This is an optimization exercise on Yosys and OpenROAD, whose aim is small area, a short achievable clock period and few clock cycles, not a production implementation.
Function was checked by simulation only, so behaviour that the tests miss may differ from the original.

## config.mk

```make
export PLATFORM = sky130hd
export DESIGN_NAME = bsac_lag
export DESIGN_NICKNAME = bsac_lag
export VERILOG_FILES = /design/flow/design.v
export SDC_FILE = /design/flow/constraint.sdc
export NUM_CORES = 4
export LEC_CHECK = 0
export ABC_AREA = 1
export CAP_MARGIN = 20
export CORE_MARGIN = 2
export CORE_UTILIZATION = 60
export PLACE_DENSITY = 0.7
export SETUP_SLACK_MARGIN = 5
export SLEW_MARGIN = 20
```

## constraint.sdc

```tcl
create_clock -name core_clock -period 10.0 [get_ports {clk}]
set_input_delay 2.0000 -clock core_clock [delete_from_list [all_inputs] [get_ports {clk}]]
set_output_delay 2.0000 -clock core_clock [all_outputs]
set_load 0.01 [all_outputs]
```

## design.v

```verilog
module bsac_lag (
    input  wire        clk,
    input  wire        rst,
    input  wire        in_valid,
    output wire        in_ready,
    input  wire [31:0] in_data,
    input  wire [6:0]  in_min_period,
    output wire        out_valid,
    input  wire        out_ready,
    output wire [6:0]  out_lag,
    output wire [6:0]  out_best_lag,
    output wire [8:0]  out_best_value,
    output wire [8:0]  out_global_max,
    output wire        out_err
);
    localparam integer E   = 8;      
    localparam integer LE  = 3;     
    localparam integer LAT = 3;    
    localparam integer GAP = 1;        
    localparam [6:0]   LASTW = 7'd127 - E + 7'd1;
    localparam [1:0] H_IDLE = 2'd0, H_RUN = 2'd2, H_CHK = 2'd3;
    reg        have;       
    reg [2:0]  beat;
    reg        busy;       
    reg        is_sw;      
    reg        is_gap;
    reg        is_st;      
    reg        iss;        
    reg [1:0]  gapc;
    reg [LAT-1:0] tv;      
    reg        hgo;        
    reg [1:0]  hs;         
    reg        dn;         
    reg        ov;         
    reg [255:0] nb;        
    reg [255:0] pk;
    reg [255:0] sh;
    reg [6:0]   mp_ld;     
    reg [6:0]   mp;        
    reg [6:0]   ij;        
    reg [14:0]  mk;        
    reg [LAT-1:0] tm;      
    reg [6:0]   tj [0:LAT-1];
    reg [E-1:0] tf [0:LAT-1];   
    wire        in_rdy  = !have;
    wire        beat_ok = in_valid && in_rdy;
    wire [255:0] pkm;
    genvar gb;
    generate
        for (gb = 0; gb < 32; gb = gb + 1) begin : g_mask
            if (gb < 15) begin : g_m
                assign pkm[8*gb +: 8] = pk[8*gb +: 8] & {8{mk[gb]}};
            end else begin : g_n
                assign pkm[8*gb +: 8] = pk[8*gb +: 8];
            end
        end
    endgenerate
    wire [8:0] cv [0:E-1];
    wire [E-1:0] iflag;
    genvar ge;
    generate
        for (ge = 0; ge < E; ge = ge + 1) begin : g_eng
            wire [255:0] she = sh << ge;
            bsac_popcnt u_pc (.clk(clk), .x(pkm ^ she), .c(cv[ge]));
            assign iflag[ge] = ({1'b0, ij} + ge) >= {1'b0, mp};
        end
    endgenerate
    integer li;
    always @(posedge clk) begin
        tm[0] <= is_st;
        tj[0] <= ij;
        tf[0] <= iflag;
        for (li = 1; li < LAT; li = li + 1) begin
            tm[li] <= tm[li-1];
            tj[li] <= tj[li-1];
            tf[li] <= tf[li-1];
        end
    end
    wire         c_v = tv[LAT-1];
    wire         c_m = tm[LAT-1];
    wire [6:0]   c_j = tj[LAT-1];
    wire [E-1:0] c_f = tf[LAT-1];
    reg [8:0]  g;
    reg [8:0]  bv;
    reg [6:0]  blr;
    wire [6:0] bl = blr;
    wire [9:0] g34 = ({1'b0, g} + {g, 1'b0}) >> 2;    
    reg [127:0] pass;
    reg [7:0]  dl;             
    localparam integer GS = E / 2;      
    localparam integer TW = LE + 11;    
    function [TW-1:0] tmin;             
        input [TW-1:0] x, y;
        begin
            if (x[TW-1] && (!y[TW-1] || x[TW-2:LE+1] <= y[TW-2:LE+1]))
                tmin = x;
            else
                tmin = y;
        end
    endfunction
    function [8:0] tmax;
        input [8:0] x, y;
        tmax = (y > x) ? y : x;
    endfunction
    wire [TW-1:0] tv0 [0:E-1];
    generate
        for (ge = 0; ge < E; ge = ge + 1) begin : g_tv
            assign tv0[ge] = {c_f[ge], cv[ge], ge[LE:0]};
        end
    endgenerate
    reg  [8:0]  pmax [0:1];
    reg  [8:0]  pmin [0:1];
    reg  [LE:0] pidx [0:1];
    reg  [1:0]  pany;
    reg  [6:0]  rj;
    reg         qv;
    wire        rv = qv;
    reg  [TW-1:0] gmn [0:1];
    reg  [8:0]    gmx [0:1];
    integer gi;
    always @(*) begin
        for (gi = 0; gi < 2; gi = gi + 1) begin
            if (GS == 2) begin
                gmn[gi] = tmin(tv0[2*gi], tv0[2*gi+1]);
                gmx[gi] = tmax(cv[2*gi], cv[2*gi+1]);
            end else begin
                gmn[gi] = tmin(tmin(tv0[4*gi], tv0[4*gi+1]), tmin(tv0[4*gi+2], tv0[4*gi+3]));
                gmx[gi] = tmax(tmax(cv[4*gi], cv[4*gi+1]), tmax(cv[4*gi+2], cv[4*gi+3]));
            end
        end
    end
    integer gj;
    always @(posedge clk) begin
        for (gj = 0; gj < 2; gj = gj + 1) begin
            pmax[gj] <= gmx[gj];
            pmin[gj] <= gmn[gj][TW-2:LE+1];
            pidx[gj] <= gmn[gj][LE:0];
            pany[gj] <= gmn[gj][TW-1];
        end
        rj <= c_j;
    end
    wire [E-1:0] pbit;
    generate
        for (ge = 0; ge < E; ge = ge + 1) begin : g_pass
            wire [10:0] c5 = {2'b0, cv[ge]} + {cv[ge], 2'b0};
            assign pbit[ge] = c5 <= {1'b0, g34};
        end
    endgenerate
    wire       m0  = pany[0] && pmin[0] < bv;
    wire       m1  = pany[1] && pmin[1] < bv && (!m0 || pmin[1] < pmin[0]);
    wire       x0  = pmax[0] > g && pmax[0] >= pmax[1];
    wire       x1  = pmax[1] > g && pmax[1] > pmax[0];
    integer pw;
    always @(posedge clk) begin
        if (c_v && c_m) begin
            for (pw = 0; pw < 128 / E; pw = pw + 1)
                if (c_j[6:LE] == pw)
                    pass[pw*E +: E] <= pbit;
            dl <= {1'b0, c_j} + E;
        end
        if (is_gap)
            dl <= 8'd0;
        if (start) begin
            g  <= 9'd0;
            bv <= 9'h1ff;
        end else if (rv) begin
            if (x1)
                g <= pmax[1];
            else if (x0)
                g <= pmax[0];
            if (m1) begin
                bv  <= pmin[1];
                blr <= rj + pidx[1];
            end else if (m0) begin
                bv  <= pmin[0];
                blr <= rj + pidx[0];
            end
        end
    end
    reg [6:0]  d;          
    reg [6:0]  ed;         
    reg [6:0]  qq;         
    reg [6:0]  rr;         
    reg [6:0]  k;
    reg [6:0]  tgt;        
    reg [6:0]  racc;       
    reg        cph;        
    reg        pk_r, cv_r;
    reg [6:0]  rlag;
    reg        rerr;
    reg [2:0]  mpl;        
    reg        mp2;        
    reg        ds_act;
    reg [6:0]  ds_d;
    reg [8:0]  ds_d3;      
    function [8:0] r4step;
        input [6:0] rem;
        input [1:0] nn;
        input [6:0] dd;
        input [8:0] d3;        
        reg   [9:0] rr4, t1, t2, t3;
        begin
            rr4 = {1'b0, rem, nn};
            t1 = rr4 - {3'b0, dd};
            t2 = rr4 - {2'b0, dd, 1'b0};
            t3 = rr4 - {1'b0, d3};
            if (!t3[9])
                r4step = {2'd3, t3[6:0]};
            else if (!t2[9])
                r4step = {2'd2, t2[6:0]};
            else if (!t1[9])
                r4step = {2'd1, t1[6:0]};
            else
                r4step = {2'd0, rr4[6:0]};
        end
    endfunction
    reg        a_v, b_v;
    reg [6:0]  a_d, a_r, b_d, b_r;
    reg [8:0]  a_d3, b_d3;
    reg [2:0]  a_q;
    reg [4:0]  b_q;
    reg        dv_ov, dv_pk, dv_cv, dv_lt;
    reg [6:0]  dv_r, dv_q;
    wire       q6 = bl[6] && ds_d == 7'd1;
    wire [8:0] sa = r4step({6'd0, bl[6] && !q6}, bl[5:4], ds_d, ds_d3);
    wire [8:0] sb = r4step(a_r, bl[3:2], a_d, a_d3);
    wire [8:0] sc = r4step(b_r, bl[1:0], b_d, b_d3);
    wire [3:0] pk4 = pass[{b_q, 2'b00} +: 4];
    wire [3:0] cv4, lt4;
    genvar gq;
    generate
        for (gq = 0; gq < 4; gq = gq + 1) begin : g_q4
            assign cv4[gq] = {1'b0, b_q, gq[1:0]} < dl;
            assign lt4[gq] = {b_q, gq[1:0]} < mp;
        end
    endgenerate
    reg        stall;      
    always @(posedge clk) if (!stall) begin
        a_d  <= ds_d;
        a_d3 <= ds_d3;
        a_r  <= sa[6:0];
        a_q  <= {q6, sa[8:7]};
        b_d  <= a_d;
        b_d3 <= a_d3;
        b_r  <= sb[6:0];
        b_q  <= {a_q, sb[8:7]};
        dv_r  <= sc[6:0];
        dv_q  <= {b_q, sc[8:7]};
        dv_pk <= pk4[sc[8:7]];
        dv_cv <= cv4[sc[8:7]];
        dv_lt <= lt4[sc[8:7]];
    end
    wire       qhit  = dv_ov;
    reg        ed2, d2, klast;    
    wire       qskip = qhit && (dv_lt || (dv_cv && !dv_pk));
    wire       qpass = dv_cv && dv_pk;           
    wire [7:0] r2    = {dv_r, 1'b0};
    wire       c2    = r2 >= {1'b0, ed};
    reg  [7:0] rrd;        
    reg  [6:0] qq1;        
    wire [7:0] rsum  = {1'b0, racc} + {1'b0, rr};
    wire [7:0] rsmd  = {1'b0, racc} + rrd;
    wire       rcy   = !rsmd[7];
    wire [6:0] tgt_a = tgt + qq;
    wire [6:0] tgt_b = tgt + qq1;
    wire       cdec  = (hs == H_CHK) && cph && cv_r;    
    wire       hshort = {1'b0, bl} < {mp, 1'b0};        
    wire [10:0] bl11 = {1'b0, bl, 3'b0} + {3'b0, bl, 1'b0} + {4'b0, bl};
    wire [6:0] d0    = mp2 ? bl11 >> ({1'b0, mpl} + 4'd4) : bl >> mpl;
    reg        fin;
    reg [6:0]  fin_lag;
    always @(*) begin
        fin = 1'b0;
        fin_lag = bl;
        if (hgo && (mp == 7'd0 || hshort)) begin
            fin = 1'b1;
            if (mp == 7'd0)
                fin_lag = 7'd0;
        end
        case (hs)
        H_RUN: if (qhit) begin
            if (qskip && ed2)
                fin = 1'b1;
            if (!qskip && qpass && ed2) begin
                fin = 1'b1;
                fin_lag = dv_q;
            end
        end
        H_CHK: if (cdec) begin
            if (pk_r) begin
                if (klast) begin
                    fin = 1'b1;
                    fin_lag = qq;
                end
            end else if (d2) begin
                fin = 1'b1;
            end
        end
        default: ;
        endcase
    end
    reg [6:0]  d0r;
    reg        hgo2, ch1, ch2, chg;
    wire       lastm = rv && rj == LASTW;
    wire       sps   = rv && rj == LASTW - E && mp != 7'd0;
    wire       rsx   = hgo2 && chg && (hs == H_RUN);
    wire       ds_rs = sps || rsx;
    wire [8:0] d0x3  = {2'b0, d0r} + {1'b0, d0r, 1'b0};
    wire di_v = ds_act && !ds_rs && !stall;
    always @(posedge clk) begin
        d0r <= d0;
        if (rv) begin
            ch1 <= m0 || m1;
            ch2 <= ch1;
        end
        if (lastm)
            chg <= m0 || m1 || ch1 || ch2;
        if (ds_rs) begin
            ds_d  <= d0r;
            ds_d3 <= d0x3;
        end else if (ds_act && !stall) begin
            ds_d  <= ds_d - 7'd1;
            ds_d3 <= ds_d3 - 9'd3;
        end
        pk_r <= pass[tgt];
        cv_r <= {1'b0, tgt} < dl;
        if (ds_rs) begin
            ed  <= d0r;
            ed2 <= d0r == 7'd2;
        end
        case (hs)
        H_RUN: if (qhit) begin
            if (qskip) begin
                ed  <= ed - 7'd1;
                ed2 <= ed == 7'd3;
            end else begin
                qq   <= dv_q;
                qq1  <= dv_q + 7'd1;
                rrd  <= {1'b0, dv_r} - {1'b0, ed};
                rr   <= dv_r;
                d    <= ed;
                d2   <= ed2;
                cph  <= 1'b0;
                if (qpass) begin
                    tgt   <= {dv_q[5:0], 1'b0} + {6'd0, c2};
                    racc  <= c2 ? r2 - ed : r2[6:0];
                    k     <= 7'd2;
                    klast <= ed == 7'd3;
                end else begin
                    tgt   <= dv_q;
                    racc  <= dv_r;
                    k     <= 7'd1;
                    klast <= ed2;
                end
            end
        end
        H_CHK: begin
            cph <= !cph;
            if (cdec) begin
                if (pk_r) begin
                    k <= k + 7'd1;
                    klast <= k + 7'd2 == d;
                    if (rcy) begin
                        racc <= rsmd[6:0];
                        tgt  <= tgt_b;
                    end else begin
                        racc <= rsum[6:0];
                        tgt  <= tgt_a;
                    end
                end else begin
                    ed  <= d - 7'd1;
                    ed2 <= d == 7'd3;
                end
            end
        end
        default: ;
        endcase
        if (fin) begin
            rlag <= fin_lag;
            rerr <= (mp == 7'd0);
        end
        if (beat_ok && beat == 3'd7)
            mp_ld <= in_min_period;
    end
    reg [6:0]  o_lag, o_bl;
    reg [8:0]  o_bv, o_g;
    reg        o_err;
    wire copy  = dn && !ov;
    wire start = have && !busy && (!dn || !ov);
    wire iss_nx = start ||
                  (is_sw && ij != LASTW) ||
                  (is_gap && gapc == GAP - 1) ||
                  (is_st && iss && ij != LASTW && !fin &&
                   !((hs != H_IDLE) && ({1'b0, ij} + E >= {1'b0, bl})));
    wire [6:0] ij_nx = (!iss || (is_sw && ij == LASTW)) ? 7'd0 : ij + E;
    integer mb;
    always @(posedge clk) begin
        if (beat_ok)
            nb <= {nb[223:0], in_data};
        if (start)
            pk <= nb;
        if (iss)
            sh <= sh << E;
        else if (start)
            sh <= nb;
        else
            sh <= pk;
        if (copy) begin
            o_lag <= rlag;
            o_err <= rerr;
            o_bl  <= blr;
            o_bv  <= bv;
            o_g   <= g;
        end
        if (start) begin
            mp  <= mp_ld;
            mpl <= mp_ld[6] ? 3'd6 : mp_ld[5] ? 3'd5 : mp_ld[4] ? 3'd4 :
                   mp_ld[3] ? 3'd3 : mp_ld[2] ? 3'd2 : mp_ld[1] ? 3'd1 : 3'd0;
            mp2 <= mp_ld[6] ? mp_ld[5] : mp_ld[5] ? mp_ld[4] : mp_ld[4] ? mp_ld[3] :
                   mp_ld[3] ? mp_ld[2] : mp_ld[2] ? mp_ld[1] : mp_ld[1] ? mp_ld[0] : 1'b0;
        end
        ij <= ij_nx;
        for (mb = 0; mb < 15; mb = mb + 1)
            mk[mb] <= mb >= ij_nx[6:3];
    end
    always @(posedge clk) begin
        if (rst) begin
            have   <= 1'b0;
            beat   <= 3'd0;
            busy   <= 1'b0;
            is_sw  <= 1'b0;
            is_gap <= 1'b0;
            is_st  <= 1'b0;
            iss    <= 1'b0;
            gapc   <= 2'd0;
            tv     <= {LAT{1'b0}};
            qv     <= 1'b0;
            hgo    <= 1'b0;
            hgo2   <= 1'b0;
            hs     <= H_IDLE;
            stall  <= 1'b0;
            dn     <= 1'b0;
            ov     <= 1'b0;
            ds_act <= 1'b0;
            a_v    <= 1'b0;
            b_v    <= 1'b0;
            dv_ov  <= 1'b0;
        end else begin
            if (beat_ok) begin
                beat <= beat + 3'd1;
                if (beat == 3'd7)
                    have <= 1'b1;
            end
            if (start) begin
                have <= 1'b0;
                busy <= 1'b1;
            end
            iss <= iss_nx;
            if (start)
                is_sw <= 1'b1;
            if (is_sw && ij == LASTW) begin
                is_sw  <= 1'b0;
                is_gap <= 1'b1;
                gapc   <= 2'd0;
            end
            if (is_gap) begin
                gapc <= gapc + 2'd1;
                if (gapc == GAP - 1) begin
                    is_gap <= 1'b0;
                    is_st  <= 1'b1;
                end
            end
            if (is_st && !iss_nx)
                is_st <= 1'b0;
            tv  <= {tv[LAT-2:0], iss};
            qv  <= c_v && !c_m;
            hgo <= rv && rj == LASTW;
            hgo2 <= hgo;
            if (rsx) begin
                a_v   <= 1'b0;
                b_v   <= 1'b0;
                dv_ov <= 1'b0;
            end else if (!stall) begin
                a_v   <= di_v;
                b_v   <= a_v;
                dv_ov <= b_v;
            end
            if (ds_rs)
                ds_act <= 1'b1;
            else if (ds_act && ds_d == 7'd2 && !stall)
                ds_act <= 1'b0;
            stall <= ((hs == H_RUN) && qhit && !qskip && !fin) ||
                     ((hs == H_CHK) && !(cdec && !pk_r) && !fin);
            if (hgo && !fin)
                hs <= H_RUN;
            case (hs)
            H_RUN: if (qhit && !qskip) hs <= H_CHK;
            H_CHK: if (cdec && !pk_r && !fin) hs <= H_RUN;
            default: ;
            endcase
            if (fin) begin
                hs     <= H_IDLE;
                ds_act <= 1'b0;
                busy   <= 1'b0;
                dn     <= 1'b1;
            end
            if (ov && out_ready)
                ov <= 1'b0;
            if (copy) begin
                dn <= 1'b0;
                ov <= 1'b1;
            end
        end
    end
    assign in_ready       = in_rdy;
    assign out_valid      = ov;
    assign out_lag        = o_lag;
    assign out_best_lag   = o_bl;
    assign out_best_value = o_bv;
    assign out_global_max = o_g;
    assign out_err        = o_err;
endmodule
module bsac_popcnt (input wire clk, input wire [255:0] x, output reg [8:0] c);
    wire s1;
    wire k2;
    wire s3;
    wire k4;
    wire s5;
    wire k6;
    wire s7;
    wire k8;
    wire s9;
    wire k10;
    wire s11;
    wire k12;
    wire s13;
    wire k14;
    wire s15;
    wire k16;
    wire s17;
    wire k18;
    wire s19;
    wire k20;
    wire s21;
    wire k22;
    wire s23;
    wire k24;
    wire s25;
    wire k26;
    wire s27;
    wire k28;
    wire s29;
    wire k30;
    wire s31;
    wire k32;
    wire s33;
    wire k34;
    wire s35;
    wire k36;
    wire s37;
    wire k38;
    wire s39;
    wire k40;
    wire s41;
    wire k42;
    wire s43;
    wire k44;
    wire s45;
    wire k46;
    wire s47;
    wire k48;
    wire s49;
    wire k50;
    wire s51;
    wire k52;
    wire s53;
    wire k54;
    wire s55;
    wire k56;
    wire s57;
    wire k58;
    wire s59;
    wire k60;
    wire s61;
    wire k62;
    wire s63;
    wire k64;
    wire s65;
    wire k66;
    wire s67;
    wire k68;
    wire s69;
    wire k70;
    wire s71;
    wire k72;
    wire s73;
    wire k74;
    wire s75;
    wire k76;
    wire s77;
    wire k78;
    wire s79;
    wire k80;
    wire s81;
    wire k82;
    wire s83;
    wire k84;
    wire s85;
    wire k86;
    wire s87;
    wire k88;
    wire s89;
    wire k90;
    wire s91;
    wire k92;
    wire s93;
    wire k94;
    wire s95;
    wire k96;
    wire s97;
    wire k98;
    wire s99;
    wire k100;
    wire s101;
    wire k102;
    wire s103;
    wire k104;
    wire s105;
    wire k106;
    wire s107;
    wire k108;
    wire s109;
    wire k110;
    wire s111;
    wire k112;
    wire s113;
    wire k114;
    wire s115;
    wire k116;
    wire s117;
    wire k118;
    wire s119;
    wire k120;
    wire s121;
    wire k122;
    wire s123;
    wire k124;
    wire s125;
    wire k126;
    wire s127;
    wire k128;
    wire s129;
    wire k130;
    wire s131;
    wire k132;
    wire s133;
    wire k134;
    wire s135;
    wire k136;
    wire s137;
    wire k138;
    wire s139;
    wire k140;
    wire s141;
    wire k142;
    wire s143;
    wire k144;
    wire s145;
    wire k146;
    wire s147;
    wire k148;
    wire s149;
    wire k150;
    wire s151;
    wire k152;
    wire s153;
    wire k154;
    wire s155;
    wire k156;
    wire s157;
    wire k158;
    wire s159;
    wire k160;
    wire s161;
    wire k162;
    wire s163;
    wire k164;
    wire s165;
    wire k166;
    wire s167;
    wire k168;
    wire s169;
    wire k170;
    wire s171;
    wire k172;
    wire s173;
    wire k174;
    wire s175;
    wire k176;
    wire s177;
    wire k178;
    wire s179;
    wire k180;
    wire s181;
    wire k182;
    wire s183;
    wire k184;
    wire s185;
    wire k186;
    wire s187;
    wire k188;
    wire s189;
    wire k190;
    wire s191;
    wire k192;
    wire s193;
    wire k194;
    wire s195;
    wire k196;
    wire s197;
    wire k198;
    wire s199;
    wire k200;
    wire s201;
    wire k202;
    wire s203;
    wire k204;
    wire s205;
    wire k206;
    wire s207;
    wire k208;
    wire s209;
    wire k210;
    wire s211;
    wire k212;
    wire s213;
    wire k214;
    wire s215;
    wire k216;
    wire s217;
    wire k218;
    wire s219;
    wire k220;
    wire s221;
    wire k222;
    wire s223;
    wire k224;
    wire s225;
    wire k226;
    wire s227;
    wire k228;
    wire s229;
    wire k230;
    wire s231;
    wire k232;
    wire s233;
    wire k234;
    wire s235;
    wire k236;
    wire s237;
    wire k238;
    wire s239;
    wire k240;
    wire s241;
    wire k242;
    wire s243;
    wire k244;
    wire s245;
    wire k246;
    wire s247;
    wire k248;
    wire s249;
    wire k250;
    wire s251;
    wire k252;
    wire s253;
    wire k254;
    wire s255;
    wire k256;
    wire s257;
    wire k258;
    wire s259;
    wire k260;
    wire s261;
    wire k262;
    wire s263;
    wire k264;
    wire s265;
    wire k266;
    wire s267;
    wire k268;
    wire s269;
    wire k270;
    wire s271;
    wire k272;
    wire s273;
    wire k274;
    wire s275;
    wire k276;
    wire s277;
    wire k278;
    wire s279;
    wire k280;
    wire s281;
    wire k282;
    wire s283;
    wire k284;
    wire s285;
    wire k286;
    wire s287;
    wire k288;
    wire s289;
    wire k290;
    wire s291;
    wire k292;
    wire s293;
    wire k294;
    wire s295;
    wire k296;
    wire s297;
    wire k298;
    wire s299;
    wire k300;
    wire s301;
    wire k302;
    wire s303;
    wire k304;
    wire s305;
    wire k306;
    wire s307;
    wire k308;
    wire s309;
    wire k310;
    wire s311;
    wire k312;
    wire s313;
    wire k314;
    wire s315;
    wire k316;
    wire s317;
    wire k318;
    wire s319;
    wire k320;
    wire s321;
    wire k322;
    wire s323;
    wire k324;
    wire s325;
    wire k326;
    wire s327;
    wire k328;
    wire s329;
    wire k330;
    wire s331;
    wire k332;
    wire s333;
    wire k334;
    wire s335;
    wire k336;
    wire s337;
    wire k338;
    wire s339;
    wire k340;
    wire s341;
    wire k342;
    wire s343;
    wire k344;
    wire s345;
    wire k346;
    wire s347;
    wire k348;
    wire s349;
    wire k350;
    wire s351;
    wire k352;
    wire s353;
    wire k354;
    wire s355;
    wire k356;
    wire s357;
    wire k358;
    wire s359;
    wire k360;
    wire s361;
    wire k362;
    wire s363;
    wire k364;
    wire s365;
    wire k366;
    wire s367;
    wire k368;
    wire s369;
    wire k370;
    wire s371;
    wire k372;
    wire s373;
    wire k374;
    wire s375;
    wire k376;
    wire s377;
    wire k378;
    wire s379;
    wire k380;
    wire s381;
    wire k382;
    wire s383;
    wire k384;
    wire s385;
    wire k386;
    wire s387;
    wire k388;
    wire s389;
    wire k390;
    wire s391;
    wire k392;
    wire s393;
    wire k394;
    wire s395;
    wire k396;
    wire s397;
    wire k398;
    wire s399;
    wire k400;
    wire s401;
    wire k402;
    wire s403;
    wire k404;
    wire s405;
    wire k406;
    wire s407;
    wire k408;
    wire s409;
    wire k410;
    wire s411;
    wire k412;
    reg r413;
    reg r414;
    reg r415;
    reg r416;
    reg r417;
    reg r418;
    reg r419;
    reg r420;
    reg r421;
    reg r422;
    reg r423;
    reg r424;
    reg r425;
    reg r426;
    reg r427;
    reg r428;
    reg r429;
    reg r430;
    reg r431;
    reg r432;
    reg r433;
    reg r434;
    reg r435;
    reg r436;
    reg r437;
    reg r438;
    reg r439;
    reg r440;
    reg r441;
    reg r442;
    reg r443;
    reg r444;
    reg r445;
    reg r446;
    reg r447;
    reg r448;
    reg r449;
    reg r450;
    reg r451;
    reg r452;
    reg r453;
    reg r454;
    reg r455;
    reg r456;
    reg r457;
    reg r458;
    reg r459;
    reg r460;
    reg r461;
    reg r462;
    reg r463;
    reg r464;
    reg r465;
    wire s466;
    wire k467;
    wire s468;
    wire k469;
    wire s470;
    wire k471;
    wire s472;
    wire k473;
    wire s474;
    wire k475;
    wire s476;
    wire k477;
    wire s478;
    wire k479;
    wire s480;
    wire k481;
    wire s482;
    wire k483;
    wire s484;
    wire k485;
    wire s486;
    wire k487;
    wire s488;
    wire k489;
    wire s490;
    wire k491;
    wire s492;
    wire k493;
    wire s494;
    wire k495;
    wire s496;
    wire k497;
    wire s498;
    wire k499;
    wire s500;
    wire k501;
    wire s502;
    wire k503;
    wire s504;
    wire k505;
    wire s506;
    wire k507;
    wire s508;
    wire k509;
    wire s510;
    wire k511;
    wire s512;
    wire k513;
    wire s514;
    wire k515;
    wire s516;
    wire k517;
    wire s518;
    wire k519;
    wire s520;
    wire k521;
    wire s522;
    wire k523;
    wire s524;
    wire k525;
    wire s526;
    wire k527;
    wire s528;
    wire k529;
    wire s530;
    wire k531;
    wire s532;
    wire k533;
    wire s534;
    wire k535;
    wire s536;
    wire k537;
    wire s538;
    wire k539;
    wire s540;
    wire k541;
    wire s542;
    wire k543;
    wire s544;
    wire k545;
    wire s546;
    wire k547;
    wire s548;
    wire k549;
    reg r550;
    reg r551;
    reg r552;
    reg r553;
    reg r554;
    reg r555;
    reg r556;
    reg r557;
    reg r558;
    reg r559;
    reg r560;
    reg r561;
    reg r562;
    reg r563;
    reg r564;
    reg r565;
    reg r566;
    wire s567;
    wire k568;
    wire s569;
    wire k570;
    wire s571;
    wire k572;
    assign {k2, s1} = {1'b0,x[0]} + {1'b0,x[1]} + {1'b0,x[2]};
    assign {k4, s3} = {1'b0,x[3]} + {1'b0,x[4]} + {1'b0,x[5]};
    assign {k6, s5} = {1'b0,x[6]} + {1'b0,x[7]} + {1'b0,x[8]};
    assign {k8, s7} = {1'b0,x[9]} + {1'b0,x[10]} + {1'b0,x[11]};
    assign {k10, s9} = {1'b0,x[12]} + {1'b0,x[13]} + {1'b0,x[14]};
    assign {k12, s11} = {1'b0,x[15]} + {1'b0,x[16]} + {1'b0,x[17]};
    assign {k14, s13} = {1'b0,x[18]} + {1'b0,x[19]} + {1'b0,x[20]};
    assign {k16, s15} = {1'b0,x[21]} + {1'b0,x[22]} + {1'b0,x[23]};
    assign {k18, s17} = {1'b0,x[24]} + {1'b0,x[25]} + {1'b0,x[26]};
    assign {k20, s19} = {1'b0,x[27]} + {1'b0,x[28]} + {1'b0,x[29]};
    assign {k22, s21} = {1'b0,x[30]} + {1'b0,x[31]} + {1'b0,x[32]};
    assign {k24, s23} = {1'b0,x[33]} + {1'b0,x[34]} + {1'b0,x[35]};
    assign {k26, s25} = {1'b0,x[36]} + {1'b0,x[37]} + {1'b0,x[38]};
    assign {k28, s27} = {1'b0,x[39]} + {1'b0,x[40]} + {1'b0,x[41]};
    assign {k30, s29} = {1'b0,x[42]} + {1'b0,x[43]} + {1'b0,x[44]};
    assign {k32, s31} = {1'b0,x[45]} + {1'b0,x[46]} + {1'b0,x[47]};
    assign {k34, s33} = {1'b0,x[48]} + {1'b0,x[49]} + {1'b0,x[50]};
    assign {k36, s35} = {1'b0,x[51]} + {1'b0,x[52]} + {1'b0,x[53]};
    assign {k38, s37} = {1'b0,x[54]} + {1'b0,x[55]} + {1'b0,x[56]};
    assign {k40, s39} = {1'b0,x[57]} + {1'b0,x[58]} + {1'b0,x[59]};
    assign {k42, s41} = {1'b0,x[60]} + {1'b0,x[61]} + {1'b0,x[62]};
    assign {k44, s43} = {1'b0,x[63]} + {1'b0,x[64]} + {1'b0,x[65]};
    assign {k46, s45} = {1'b0,x[66]} + {1'b0,x[67]} + {1'b0,x[68]};
    assign {k48, s47} = {1'b0,x[69]} + {1'b0,x[70]} + {1'b0,x[71]};
    assign {k50, s49} = {1'b0,x[72]} + {1'b0,x[73]} + {1'b0,x[74]};
    assign {k52, s51} = {1'b0,x[75]} + {1'b0,x[76]} + {1'b0,x[77]};
    assign {k54, s53} = {1'b0,x[78]} + {1'b0,x[79]} + {1'b0,x[80]};
    assign {k56, s55} = {1'b0,x[81]} + {1'b0,x[82]} + {1'b0,x[83]};
    assign {k58, s57} = {1'b0,x[84]} + {1'b0,x[85]} + {1'b0,x[86]};
    assign {k60, s59} = {1'b0,x[87]} + {1'b0,x[88]} + {1'b0,x[89]};
    assign {k62, s61} = {1'b0,x[90]} + {1'b0,x[91]} + {1'b0,x[92]};
    assign {k64, s63} = {1'b0,x[93]} + {1'b0,x[94]} + {1'b0,x[95]};
    assign {k66, s65} = {1'b0,x[96]} + {1'b0,x[97]} + {1'b0,x[98]};
    assign {k68, s67} = {1'b0,x[99]} + {1'b0,x[100]} + {1'b0,x[101]};
    assign {k70, s69} = {1'b0,x[102]} + {1'b0,x[103]} + {1'b0,x[104]};
    assign {k72, s71} = {1'b0,x[105]} + {1'b0,x[106]} + {1'b0,x[107]};
    assign {k74, s73} = {1'b0,x[108]} + {1'b0,x[109]} + {1'b0,x[110]};
    assign {k76, s75} = {1'b0,x[111]} + {1'b0,x[112]} + {1'b0,x[113]};
    assign {k78, s77} = {1'b0,x[114]} + {1'b0,x[115]} + {1'b0,x[116]};
    assign {k80, s79} = {1'b0,x[117]} + {1'b0,x[118]} + {1'b0,x[119]};
    assign {k82, s81} = {1'b0,x[120]} + {1'b0,x[121]} + {1'b0,x[122]};
    assign {k84, s83} = {1'b0,x[123]} + {1'b0,x[124]} + {1'b0,x[125]};
    assign {k86, s85} = {1'b0,x[126]} + {1'b0,x[127]} + {1'b0,x[128]};
    assign {k88, s87} = {1'b0,x[129]} + {1'b0,x[130]} + {1'b0,x[131]};
    assign {k90, s89} = {1'b0,x[132]} + {1'b0,x[133]} + {1'b0,x[134]};
    assign {k92, s91} = {1'b0,x[135]} + {1'b0,x[136]} + {1'b0,x[137]};
    assign {k94, s93} = {1'b0,x[138]} + {1'b0,x[139]} + {1'b0,x[140]};
    assign {k96, s95} = {1'b0,x[141]} + {1'b0,x[142]} + {1'b0,x[143]};
    assign {k98, s97} = {1'b0,x[144]} + {1'b0,x[145]} + {1'b0,x[146]};
    assign {k100, s99} = {1'b0,x[147]} + {1'b0,x[148]} + {1'b0,x[149]};
    assign {k102, s101} = {1'b0,x[150]} + {1'b0,x[151]} + {1'b0,x[152]};
    assign {k104, s103} = {1'b0,x[153]} + {1'b0,x[154]} + {1'b0,x[155]};
    assign {k106, s105} = {1'b0,x[156]} + {1'b0,x[157]} + {1'b0,x[158]};
    assign {k108, s107} = {1'b0,x[159]} + {1'b0,x[160]} + {1'b0,x[161]};
    assign {k110, s109} = {1'b0,x[162]} + {1'b0,x[163]} + {1'b0,x[164]};
    assign {k112, s111} = {1'b0,x[165]} + {1'b0,x[166]} + {1'b0,x[167]};
    assign {k114, s113} = {1'b0,x[168]} + {1'b0,x[169]} + {1'b0,x[170]};
    assign {k116, s115} = {1'b0,x[171]} + {1'b0,x[172]} + {1'b0,x[173]};
    assign {k118, s117} = {1'b0,x[174]} + {1'b0,x[175]} + {1'b0,x[176]};
    assign {k120, s119} = {1'b0,x[177]} + {1'b0,x[178]} + {1'b0,x[179]};
    assign {k122, s121} = {1'b0,x[180]} + {1'b0,x[181]} + {1'b0,x[182]};
    assign {k124, s123} = {1'b0,x[183]} + {1'b0,x[184]} + {1'b0,x[185]};
    assign {k126, s125} = {1'b0,x[186]} + {1'b0,x[187]} + {1'b0,x[188]};
    assign {k128, s127} = {1'b0,x[189]} + {1'b0,x[190]} + {1'b0,x[191]};
    assign {k130, s129} = {1'b0,x[192]} + {1'b0,x[193]} + {1'b0,x[194]};
    assign {k132, s131} = {1'b0,x[195]} + {1'b0,x[196]} + {1'b0,x[197]};
    assign {k134, s133} = {1'b0,x[198]} + {1'b0,x[199]} + {1'b0,x[200]};
    assign {k136, s135} = {1'b0,x[201]} + {1'b0,x[202]} + {1'b0,x[203]};
    assign {k138, s137} = {1'b0,x[204]} + {1'b0,x[205]} + {1'b0,x[206]};
    assign {k140, s139} = {1'b0,x[207]} + {1'b0,x[208]} + {1'b0,x[209]};
    assign {k142, s141} = {1'b0,x[210]} + {1'b0,x[211]} + {1'b0,x[212]};
    assign {k144, s143} = {1'b0,x[213]} + {1'b0,x[214]} + {1'b0,x[215]};
    assign {k146, s145} = {1'b0,x[216]} + {1'b0,x[217]} + {1'b0,x[218]};
    assign {k148, s147} = {1'b0,x[219]} + {1'b0,x[220]} + {1'b0,x[221]};
    assign {k150, s149} = {1'b0,x[222]} + {1'b0,x[223]} + {1'b0,x[224]};
    assign {k152, s151} = {1'b0,x[225]} + {1'b0,x[226]} + {1'b0,x[227]};
    assign {k154, s153} = {1'b0,x[228]} + {1'b0,x[229]} + {1'b0,x[230]};
    assign {k156, s155} = {1'b0,x[231]} + {1'b0,x[232]} + {1'b0,x[233]};
    assign {k158, s157} = {1'b0,x[234]} + {1'b0,x[235]} + {1'b0,x[236]};
    assign {k160, s159} = {1'b0,x[237]} + {1'b0,x[238]} + {1'b0,x[239]};
    assign {k162, s161} = {1'b0,x[240]} + {1'b0,x[241]} + {1'b0,x[242]};
    assign {k164, s163} = {1'b0,x[243]} + {1'b0,x[244]} + {1'b0,x[245]};
    assign {k166, s165} = {1'b0,x[246]} + {1'b0,x[247]} + {1'b0,x[248]};
    assign {k168, s167} = {1'b0,x[249]} + {1'b0,x[250]} + {1'b0,x[251]};
    assign {k170, s169} = {1'b0,x[252]} + {1'b0,x[253]} + {1'b0,x[254]};
    assign {k172, s171} = {1'b0,s1} + {1'b0,s3} + {1'b0,s5};
    assign {k174, s173} = {1'b0,s7} + {1'b0,s9} + {1'b0,s11};
    assign {k176, s175} = {1'b0,s13} + {1'b0,s15} + {1'b0,s17};
    assign {k178, s177} = {1'b0,s19} + {1'b0,s21} + {1'b0,s23};
    assign {k180, s179} = {1'b0,s25} + {1'b0,s27} + {1'b0,s29};
    assign {k182, s181} = {1'b0,s31} + {1'b0,s33} + {1'b0,s35};
    assign {k184, s183} = {1'b0,s37} + {1'b0,s39} + {1'b0,s41};
    assign {k186, s185} = {1'b0,s43} + {1'b0,s45} + {1'b0,s47};
    assign {k188, s187} = {1'b0,s49} + {1'b0,s51} + {1'b0,s53};
    assign {k190, s189} = {1'b0,s55} + {1'b0,s57} + {1'b0,s59};
    assign {k192, s191} = {1'b0,s61} + {1'b0,s63} + {1'b0,s65};
    assign {k194, s193} = {1'b0,s67} + {1'b0,s69} + {1'b0,s71};
    assign {k196, s195} = {1'b0,s73} + {1'b0,s75} + {1'b0,s77};
    assign {k198, s197} = {1'b0,s79} + {1'b0,s81} + {1'b0,s83};
    assign {k200, s199} = {1'b0,s85} + {1'b0,s87} + {1'b0,s89};
    assign {k202, s201} = {1'b0,s91} + {1'b0,s93} + {1'b0,s95};
    assign {k204, s203} = {1'b0,s97} + {1'b0,s99} + {1'b0,s101};
    assign {k206, s205} = {1'b0,s103} + {1'b0,s105} + {1'b0,s107};
    assign {k208, s207} = {1'b0,s109} + {1'b0,s111} + {1'b0,s113};
    assign {k210, s209} = {1'b0,s115} + {1'b0,s117} + {1'b0,s119};
    assign {k212, s211} = {1'b0,s121} + {1'b0,s123} + {1'b0,s125};
    assign {k214, s213} = {1'b0,s127} + {1'b0,s129} + {1'b0,s131};
    assign {k216, s215} = {1'b0,s133} + {1'b0,s135} + {1'b0,s137};
    assign {k218, s217} = {1'b0,s139} + {1'b0,s141} + {1'b0,s143};
    assign {k220, s219} = {1'b0,s145} + {1'b0,s147} + {1'b0,s149};
    assign {k222, s221} = {1'b0,s151} + {1'b0,s153} + {1'b0,s155};
    assign {k224, s223} = {1'b0,s157} + {1'b0,s159} + {1'b0,s161};
    assign {k226, s225} = {1'b0,s163} + {1'b0,s165} + {1'b0,s167};
    assign {k228, s227} = {1'b0,s169} + {1'b0,x[255]};
    assign {k230, s229} = {1'b0,k2} + {1'b0,k4} + {1'b0,k6};
    assign {k232, s231} = {1'b0,k8} + {1'b0,k10} + {1'b0,k12};
    assign {k234, s233} = {1'b0,k14} + {1'b0,k16} + {1'b0,k18};
    assign {k236, s235} = {1'b0,k20} + {1'b0,k22} + {1'b0,k24};
    assign {k238, s237} = {1'b0,k26} + {1'b0,k28} + {1'b0,k30};
    assign {k240, s239} = {1'b0,k32} + {1'b0,k34} + {1'b0,k36};
    assign {k242, s241} = {1'b0,k38} + {1'b0,k40} + {1'b0,k42};
    assign {k244, s243} = {1'b0,k44} + {1'b0,k46} + {1'b0,k48};
    assign {k246, s245} = {1'b0,k50} + {1'b0,k52} + {1'b0,k54};
    assign {k248, s247} = {1'b0,k56} + {1'b0,k58} + {1'b0,k60};
    assign {k250, s249} = {1'b0,k62} + {1'b0,k64} + {1'b0,k66};
    assign {k252, s251} = {1'b0,k68} + {1'b0,k70} + {1'b0,k72};
    assign {k254, s253} = {1'b0,k74} + {1'b0,k76} + {1'b0,k78};
    assign {k256, s255} = {1'b0,k80} + {1'b0,k82} + {1'b0,k84};
    assign {k258, s257} = {1'b0,k86} + {1'b0,k88} + {1'b0,k90};
    assign {k260, s259} = {1'b0,k92} + {1'b0,k94} + {1'b0,k96};
    assign {k262, s261} = {1'b0,k98} + {1'b0,k100} + {1'b0,k102};
    assign {k264, s263} = {1'b0,k104} + {1'b0,k106} + {1'b0,k108};
    assign {k266, s265} = {1'b0,k110} + {1'b0,k112} + {1'b0,k114};
    assign {k268, s267} = {1'b0,k116} + {1'b0,k118} + {1'b0,k120};
    assign {k270, s269} = {1'b0,k122} + {1'b0,k124} + {1'b0,k126};
    assign {k272, s271} = {1'b0,k128} + {1'b0,k130} + {1'b0,k132};
    assign {k274, s273} = {1'b0,k134} + {1'b0,k136} + {1'b0,k138};
    assign {k276, s275} = {1'b0,k140} + {1'b0,k142} + {1'b0,k144};
    assign {k278, s277} = {1'b0,k146} + {1'b0,k148} + {1'b0,k150};
    assign {k280, s279} = {1'b0,k152} + {1'b0,k154} + {1'b0,k156};
    assign {k282, s281} = {1'b0,k158} + {1'b0,k160} + {1'b0,k162};
    assign {k284, s283} = {1'b0,k164} + {1'b0,k166} + {1'b0,k168};
    assign {k286, s285} = {1'b0,s171} + {1'b0,s173} + {1'b0,s175};
    assign {k288, s287} = {1'b0,s177} + {1'b0,s179} + {1'b0,s181};
    assign {k290, s289} = {1'b0,s183} + {1'b0,s185} + {1'b0,s187};
    assign {k292, s291} = {1'b0,s189} + {1'b0,s191} + {1'b0,s193};
    assign {k294, s293} = {1'b0,s195} + {1'b0,s197} + {1'b0,s199};
    assign {k296, s295} = {1'b0,s201} + {1'b0,s203} + {1'b0,s205};
    assign {k298, s297} = {1'b0,s207} + {1'b0,s209} + {1'b0,s211};
    assign {k300, s299} = {1'b0,s213} + {1'b0,s215} + {1'b0,s217};
    assign {k302, s301} = {1'b0,s219} + {1'b0,s221} + {1'b0,s223};
    assign {k304, s303} = {1'b0,s225} + {1'b0,s227};
    assign {k306, s305} = {1'b0,k172} + {1'b0,k174} + {1'b0,k176};
    assign {k308, s307} = {1'b0,k178} + {1'b0,k180} + {1'b0,k182};
    assign {k310, s309} = {1'b0,k184} + {1'b0,k186} + {1'b0,k188};
    assign {k312, s311} = {1'b0,k190} + {1'b0,k192} + {1'b0,k194};
    assign {k314, s313} = {1'b0,k196} + {1'b0,k198} + {1'b0,k200};
    assign {k316, s315} = {1'b0,k202} + {1'b0,k204} + {1'b0,k206};
    assign {k318, s317} = {1'b0,k208} + {1'b0,k210} + {1'b0,k212};
    assign {k320, s319} = {1'b0,k214} + {1'b0,k216} + {1'b0,k218};
    assign {k322, s321} = {1'b0,k220} + {1'b0,k222} + {1'b0,k224};
    assign {k324, s323} = {1'b0,k226} + {1'b0,k228} + {1'b0,s229};
    assign {k326, s325} = {1'b0,s231} + {1'b0,s233} + {1'b0,s235};
    assign {k328, s327} = {1'b0,s237} + {1'b0,s239} + {1'b0,s241};
    assign {k330, s329} = {1'b0,s243} + {1'b0,s245} + {1'b0,s247};
    assign {k332, s331} = {1'b0,s249} + {1'b0,s251} + {1'b0,s253};
    assign {k334, s333} = {1'b0,s255} + {1'b0,s257} + {1'b0,s259};
    assign {k336, s335} = {1'b0,s261} + {1'b0,s263} + {1'b0,s265};
    assign {k338, s337} = {1'b0,s267} + {1'b0,s269} + {1'b0,s271};
    assign {k340, s339} = {1'b0,s273} + {1'b0,s275} + {1'b0,s277};
    assign {k342, s341} = {1'b0,s279} + {1'b0,s281} + {1'b0,s283};
    assign {k344, s343} = {1'b0,k230} + {1'b0,k232} + {1'b0,k234};
    assign {k346, s345} = {1'b0,k236} + {1'b0,k238} + {1'b0,k240};
    assign {k348, s347} = {1'b0,k242} + {1'b0,k244} + {1'b0,k246};
    assign {k350, s349} = {1'b0,k248} + {1'b0,k250} + {1'b0,k252};
    assign {k352, s351} = {1'b0,k254} + {1'b0,k256} + {1'b0,k258};
    assign {k354, s353} = {1'b0,k260} + {1'b0,k262} + {1'b0,k264};
    assign {k356, s355} = {1'b0,k266} + {1'b0,k268} + {1'b0,k270};
    assign {k358, s357} = {1'b0,k272} + {1'b0,k274} + {1'b0,k276};
    assign {k360, s359} = {1'b0,k278} + {1'b0,k280} + {1'b0,k282};
    assign {k362, s361} = {1'b0,s285} + {1'b0,s287} + {1'b0,s289};
    assign {k364, s363} = {1'b0,s291} + {1'b0,s293} + {1'b0,s295};
    assign {k366, s365} = {1'b0,s297} + {1'b0,s299} + {1'b0,s301};
    assign {k368, s367} = {1'b0,k286} + {1'b0,k288} + {1'b0,k290};
    assign {k370, s369} = {1'b0,k292} + {1'b0,k294} + {1'b0,k296};
    assign {k372, s371} = {1'b0,k298} + {1'b0,k300} + {1'b0,k302};
    assign {k374, s373} = {1'b0,k304} + {1'b0,s305} + {1'b0,s307};
    assign {k376, s375} = {1'b0,s309} + {1'b0,s311} + {1'b0,s313};
    assign {k378, s377} = {1'b0,s315} + {1'b0,s317} + {1'b0,s319};
    assign {k380, s379} = {1'b0,s321} + {1'b0,s323} + {1'b0,s325};
    assign {k382, s381} = {1'b0,s327} + {1'b0,s329} + {1'b0,s331};
    assign {k384, s383} = {1'b0,s333} + {1'b0,s335} + {1'b0,s337};
    assign {k386, s385} = {1'b0,s339} + {1'b0,s341} + {1'b0,k170};
    assign {k388, s387} = {1'b0,k306} + {1'b0,k308} + {1'b0,k310};
    assign {k390, s389} = {1'b0,k312} + {1'b0,k314} + {1'b0,k316};
    assign {k392, s391} = {1'b0,k318} + {1'b0,k320} + {1'b0,k322};
    assign {k394, s393} = {1'b0,k324} + {1'b0,k326} + {1'b0,k328};
    assign {k396, s395} = {1'b0,k330} + {1'b0,k332} + {1'b0,k334};
    assign {k398, s397} = {1'b0,k336} + {1'b0,k338} + {1'b0,k340};
    assign {k400, s399} = {1'b0,k342} + {1'b0,s343} + {1'b0,s345};
    assign {k402, s401} = {1'b0,s347} + {1'b0,s349} + {1'b0,s351};
    assign {k404, s403} = {1'b0,s353} + {1'b0,s355} + {1'b0,s357};
    assign {k406, s405} = {1'b0,s359} + {1'b0,k284};
    assign {k408, s407} = {1'b0,k344} + {1'b0,k346} + {1'b0,k348};
    assign {k410, s409} = {1'b0,k350} + {1'b0,k352} + {1'b0,k354};
    assign {k412, s411} = {1'b0,k356} + {1'b0,k358} + {1'b0,k360};
    assign {k467, s466} = {1'b0,r413} + {1'b0,r414} + {1'b0,r415};
    assign {k469, s468} = {1'b0,r417} + {1'b0,r418} + {1'b0,r419};
    assign {k471, s470} = {1'b0,r420} + {1'b0,r421} + {1'b0,r422};
    assign {k473, s472} = {1'b0,r423} + {1'b0,r424} + {1'b0,r425};
    assign {k475, s474} = {1'b0,r426} + {1'b0,r427} + {1'b0,r428};
    assign {k477, s476} = {1'b0,r430} + {1'b0,r431} + {1'b0,r432};
    assign {k479, s478} = {1'b0,r433} + {1'b0,r434} + {1'b0,r435};
    assign {k481, s480} = {1'b0,r436} + {1'b0,r437} + {1'b0,r438};
    assign {k483, s482} = {1'b0,r439} + {1'b0,r440} + {1'b0,r441};
    assign {k485, s484} = {1'b0,r442} + {1'b0,r443} + {1'b0,r444};
    assign {k487, s486} = {1'b0,r445} + {1'b0,r446} + {1'b0,r447};
    assign {k489, s488} = {1'b0,r448} + {1'b0,r449};
    assign {k491, s490} = {1'b0,r450} + {1'b0,r451} + {1'b0,r452};
    assign {k493, s492} = {1'b0,r453} + {1'b0,r454} + {1'b0,r455};
    assign {k495, s494} = {1'b0,r456} + {1'b0,r457} + {1'b0,r458};
    assign {k497, s496} = {1'b0,r459} + {1'b0,r460} + {1'b0,r461};
    assign {k499, s498} = {1'b0,r463} + {1'b0,r464} + {1'b0,r465};
    assign {k501, s500} = {1'b0,k467} + {1'b0,s468} + {1'b0,s470};
    assign {k503, s502} = {1'b0,s472} + {1'b0,s474} + {1'b0,r429};
    assign {k505, s504} = {1'b0,k469} + {1'b0,k471} + {1'b0,k473};
    assign {k507, s506} = {1'b0,k475} + {1'b0,s476} + {1'b0,s478};
    assign {k509, s508} = {1'b0,s480} + {1'b0,s482} + {1'b0,s484};
    assign {k511, s510} = {1'b0,s486} + {1'b0,s488};
    assign {k513, s512} = {1'b0,k477} + {1'b0,k479} + {1'b0,k481};
    assign {k515, s514} = {1'b0,k483} + {1'b0,k485} + {1'b0,k487};
    assign {k517, s516} = {1'b0,k489} + {1'b0,s490} + {1'b0,s492};
    assign {k519, s518} = {1'b0,s494} + {1'b0,s496} + {1'b0,r462};
    assign {k521, s520} = {1'b0,k491} + {1'b0,k493} + {1'b0,k495};
    assign {k523, s522} = {1'b0,k497} + {1'b0,s498};
    assign {k525, s524} = {1'b0,k501} + {1'b0,k503} + {1'b0,s504};
    assign {k527, s526} = {1'b0,s506} + {1'b0,s508} + {1'b0,s510};
    assign {k529, s528} = {1'b0,k505} + {1'b0,k507} + {1'b0,k509};
    assign {k531, s530} = {1'b0,k511} + {1'b0,s512} + {1'b0,s514};
    assign {k533, s532} = {1'b0,s516} + {1'b0,s518};
    assign {k535, s534} = {1'b0,k513} + {1'b0,k515} + {1'b0,k517};
    assign {k537, s536} = {1'b0,k519} + {1'b0,s520} + {1'b0,s522};
    assign {k539, s538} = {1'b0,k521} + {1'b0,k523} + {1'b0,k499};
    assign {k541, s540} = {1'b0,k525} + {1'b0,k527} + {1'b0,s528};
    assign {k543, s542} = {1'b0,s530} + {1'b0,s532};
    assign {k545, s544} = {1'b0,k529} + {1'b0,k531} + {1'b0,k533};
    assign {k547, s546} = {1'b0,s534} + {1'b0,s536};
    assign {k549, s548} = {1'b0,k535} + {1'b0,k537} + {1'b0,s538};
    assign {k568, s567} = {1'b0,r558} + {1'b0,r559} + {1'b0,r560};
    assign {k570, s569} = {1'b0,r562} + {1'b0,r563} + {1'b0,r564};
    assign {k572, s571} = {1'b0,k570} + {1'b0,r565} + {1'b0,r566};
    always @(posedge clk) begin
        r413 <= s361;
        r414 <= s363;
        r415 <= s365;
        r416 <= s303;
        r417 <= k362;
        r418 <= k364;
        r419 <= k366;
        r420 <= s367;
        r421 <= s369;
        r422 <= s371;
        r423 <= s373;
        r424 <= s375;
        r425 <= s377;
        r426 <= s379;
        r427 <= s381;
        r428 <= s383;
        r429 <= s385;
        r430 <= k368;
        r431 <= k370;
        r432 <= k372;
        r433 <= k374;
        r434 <= k376;
        r435 <= k378;
        r436 <= k380;
        r437 <= k382;
        r438 <= k384;
        r439 <= k386;
        r440 <= s387;
        r441 <= s389;
        r442 <= s391;
        r443 <= s393;
        r444 <= s395;
        r445 <= s397;
        r446 <= s399;
        r447 <= s401;
        r448 <= s403;
        r449 <= s405;
        r450 <= k388;
        r451 <= k390;
        r452 <= k392;
        r453 <= k394;
        r454 <= k396;
        r455 <= k398;
        r456 <= k400;
        r457 <= k402;
        r458 <= k404;
        r459 <= k406;
        r460 <= s407;
        r461 <= s409;
        r462 <= s411;
        r463 <= k408;
        r464 <= k410;
        r465 <= k412;
        r550 <= s466;
        r551 <= r416;
        r552 <= s500;
        r553 <= s502;
        r554 <= s524;
        r555 <= s526;
        r556 <= s540;
        r557 <= s542;
        r558 <= k541;
        r559 <= k543;
        r560 <= s544;
        r561 <= s546;
        r562 <= k545;
        r563 <= k547;
        r564 <= s548;
        r565 <= k549;
        r566 <= k539;
    end
    wire [8:0] ra = {1'b0, k572, s571, k568, s567, r556, r554, r552, r550};
    wire [8:0] rb = {1'b0, 1'b0, 1'b0, s569, r561, r557, r555, r553, r551};
    always @(posedge clk) c <= ra + rb;
endmodule
```

## flow/run.sh

```bash
#!/bin/bash
# The standard layout (the standard.sh: ORFS from synthesis to the final
# layout, unchanged clock and constraints) with two changes to how it is made:
#  - each input and output port is buffered with sky130_fd_sc_hd__buf_4
#    instead of the flow's default buffer choice;
#  - timing repair aims for 6.5 ns of setup slack instead of 5 ns.
set -e
export BUFFER_PORTS_ARGS="-buffer_cell sky130_fd_sc_hd__buf_4"
sed 's/SETUP_SLACK_MARGIN=[0-9.]*/SETUP_SLACK_MARGIN=6.5/' standard.sh > standard_m.sh
bash standard_m.sh > standard.log 2>&1
```

## standard.sh

```bash
#!/bin/bash
# synth_recipe.tcl (not shown) runs the flow's synth.tcl, then flattens the netlist and writes it again
# the make line also repeats each setting of config.mk as NAME=value (left out here)
make -C /OpenROAD-flow-scripts/flow DESIGN_CONFIG=/design/flow/config.mk WORK_HOME=/design/flow/orfs CLKGATE_MAP_FILE= SYNTH_SCRIPT=/design/flow/synth_recipe.tcl "${@:-finish}"
```

==> run notes <==
==> cells in the mapped netlist, drive strengths merged <==
master   count
a31oi      257
and2        18
a22oi       12
buf         93
clkbuf     514
a32o         1
o41ai        1
o21a        23
clkinv       8
xor2      1085
nor3        43
a211oi       4
edfxtp     600
ha         521
nor2       572
nand3b      13
nand3      433
o21ai      275
o21bai      22
inv       1794
fa        1967
nand4       50
xnor2     1124
or3          2
a21boi       2
nand2     1974
a221oi       1
a21o         7
and3         2
a32oi        1
o221ai      15
o31ai        2
dfxtp     1314
or2         25
a21oi      293
o22ai        8
nor4         7
o211ai      30
o2111ai      2
==> final cells by class <==
cell class | instances | share of cell area
Timing Repair Buffer | 166 | 0.00975
Inverter | 1802 | 0.0457
Multi-Input combinational cell | 8798 | 0.572
Clock buffer | 283 | 0.0390
Sequential cell | 1914 | 0.301
Antenna cell | 10 | 0.000168
Timing Repair inverter | 4 | 0.000202
Clock inverter | 98 | 0.00746
Tap cell | 3009 | 0.0253
==> through the flow <==
| stage | cells | setup slack [ps] |
|---|---|---|
| 2_1_floorplan | 13100 | 3700 |
| 6_report | 16100 | 6510 |
| 5_1_grt | 16100 | 6410 |
| 3_5_place_dp | 15600 | 5380 |
| 4_1_cts | 16000 | 6470 |
| 3_3_place_gp | 15600 | 5230 |
==> layer usage <==
metal | part of all wire | global-route usage
met3 | 0.10 | 0.106
met4 | 0.075 | 0.244
met5 | 0.00015 | 0
met1 | 0.38 | 0.526
met2 | 0.45 | 0.620
==> registers in the layout, summed over array words and instances (netlist names), 9 cells and up <==
register / flops
nb: 256
o_bv: 9
bv: 9
tf: 24
g: 9
ds_d3: 9
tj: 12
g_eng.u_pc.c: 72
pk: 256
pmax: 18
pmin: 18
sh: 256
b_d3: 9
o_g: 9
a_d3: 9
mk: 15
pass: 128
==> cells in the final DEF, fill, tap and decap left out, types with 30 or more instances in the layout <==
| master | n |
|---|---|
| nand3_1 | 405 |
| dfxtp_2 | 273 |
| o211ai_1 | 30 |
| fa_1 | 1957 |
| a21oi_1 | 286 |
| nor3_1 | 33 |
| nand2_2 | 95 |
| edfxtp_1 | 600 |
| xnor2_1 | 1120 |
| inv_1 | 1771 |
| clkbuf_1 | 45 |
| buf_4 | 141 |
| o21ai_0 | 225 |
| nor2_1 | 556 |
| nand2_1 | 1824 |
| dfxtp_1 | 1022 |
| nand2_4 | 45 |
| xor2_1 | 1067 |
| nand4_1 | 50 |
| clkbuf_16 | 209 |
| ha_1 | 506 |
| a31oi_1 | 257 |
==> worst max path at each step <==
stage	to	slack, ps	cells past startpoint
finish	g_eng[0].u_pc.r423	6510	6
global route	pmin[0][0]	6410	21
CTS	pmin[1][0]	6470	20
detailed placement	pass[0]	5380	15
global placement	pass[1]	5230	15
floorplan	nb[0]	3700	2
==> cell families after synthesis <==
kind of cell | after synthesis | share of synthesized area
xor gates and xnor gates | 2209 | 0.141
AOI/OAI and AO/OA | 956 | 0.0399
and+or+nand+nor | 3139 | 0.0931
adders and majority gates | 2488 | 0.335
DFF | 1914 | 0.324
buffers and inverters | 2409 | 0.0667
==> worst max-delay path: stages, from the launching register on <==
cell	delay (ps)
dfxtp_1	810
xor2_1	190
fa_1	550
fa_1	480
fa_1	720
inv_1	140
fa_1	480
==> repair_timing <==
item                       CTS  global route
pin swaps                   12            49
hold buffers                 0             0
cloned                       3             9
buffers inserted            14            35
gates resized for setup    377           366
setup endpoints to repair  314           472
==> flow_summary.json <==
{
  "numClockSinks": 1914,
  "cp.arrival_ps": 4210,
  "die_h_um": 482,
  "yosysUniqueCellTypes": 51,
  "nets": 15400,
  "synth_nets": 15600,
  "fin_area_um2": 149000,
  "fill_cells": 17600,
  "avgSynthCellArea_um2": 10.4,
  "synth.largest_area_cell": "fa_1",
  "crit_fanout": 9,
  "grt_max_degree": 174,
  "clkSlewWorstSetupHoldPaths_ps": 60,
  "r2r-start": "sh[51]",
  "grt_usage": 0.408,
  "htreeDepth": 4,
  "utilization": 0.656,
  "grt_pass1_vias": 95300,
  "worstMarginPinSlew_ps": 1290,
  "die_w_um": 482,
  "reg2regPathDepth": 6,
  "crit_type": "reg2reg",
  "root_buffer": "clkbuf_16",
  "syn_inst": 13100,
  "hold_violations": 0,
  "drtPass1Iterations": 6,
  "die_area_um2": 232000,
  "min_from": "tf[0][7]",
  "multi_input_area_um2": 85100,
  "outcome": "no timing/DRC/antenna violations",
  "ys_ff_latch": 1914,
  "cp-startpoint": "sh[51]",
  "cts_buffers": 202,
  "wl_per_cell_um": 29.2,
  "vias": 92800,
  "grt-ovfl-total": 0,
  "port_buffers": 77,
  "relSlewSlack": 0.139,
  "seqCellArea_um2": 44700,
  "holdPathStages": 0,
  "reg2reg_slack_ps": 6510,
  "max-cap-violations": 0,
  "period_needed_ps": 3490,
  "drt-total-wl_um": 470000,
  "num_io_pins": 78,
  "grt_pass1_wl_um": 670000,
  "syn-cell-area_um2": 137000,
  "area_delta_synth_final_pct": 8.72,
  "setup_tns_ps": 0,
  "fin_skew_ps": 39.9,
  "synth-warning-count": 16,
  "max_freq_mhz": 286,
  "synth_top_area_frac": 0.288,
  "worst_setup_path_start_kind": "flop",
  "ant_nets": 0,
  "setup_violations": 0,
  "holdPathEnd": "tf[1][7]",
  "clk_latency_ps": 870,
  "cts_buffer_depth": 3,
  "start_util": 0.603,
  "timing.hold.ws_ps": 323,
  "worstReg2RegEnd": "g_eng[0].u_pc.r423",
  "slew_viol_final": 0,
  "min_period_over_period": 0.349,
  "grt_setup_unrepaired": "true",
  "viasPerCell": 5.77,
  "globalplace.congestion": 1.05,
  "ys_seq_area_frac": 0.324,
  "cts_tree": "yes",
  "grt_antenna_before_repair": 26,
  "crit_path_end_kind": "flop",
  "hold_class": "reg2reg",
  "dp_hpwl_um": 385000,
  "cp_data_required_time_ps": 10720,
  "drc": 0,
  "rows": 175,
  "core_um2": 227000,
  "ys_top_cells_by_area": "fa_1 29%, dfxtp_1 19%, edfxtp_1 13%",
  "drt_iter0_drc": 9953,
  "placed_area_um2": 139000,
  "drive_above_1_share": 0.0863
}
Testbench counts, summed over its fixed seeds: cycles 4,797.

## afterwards: timing with drivers on the ports
The flow's constraints put no driver on any port. The routed layout listed below was extracted and timed again, unchanged, in two steps. Step 1, drivers: a clkbuf_16 drives clk and a buf_2 each remaining input, both assumed. Step 2 times the ports against the registers' clock, not the clock port: input delays grow and output delays shrink by t, the midpoint of the rising clock arrivals with the driver on. Slacks: ideal / step 1 / step 2; pairs: ideal / step 1.
shift t [ns]: 0.960
slack for setup (ns): 6.508 / 6.452 / 5.742
latest minus earliest clock arrival (ns): 0.043 / 0.044
cell pins on the clock port's net: 1
After both steps this run still meets setup and hold. The setup slack of this run moves by -0.056 ns with the drivers and by -0.766 ns with both steps.
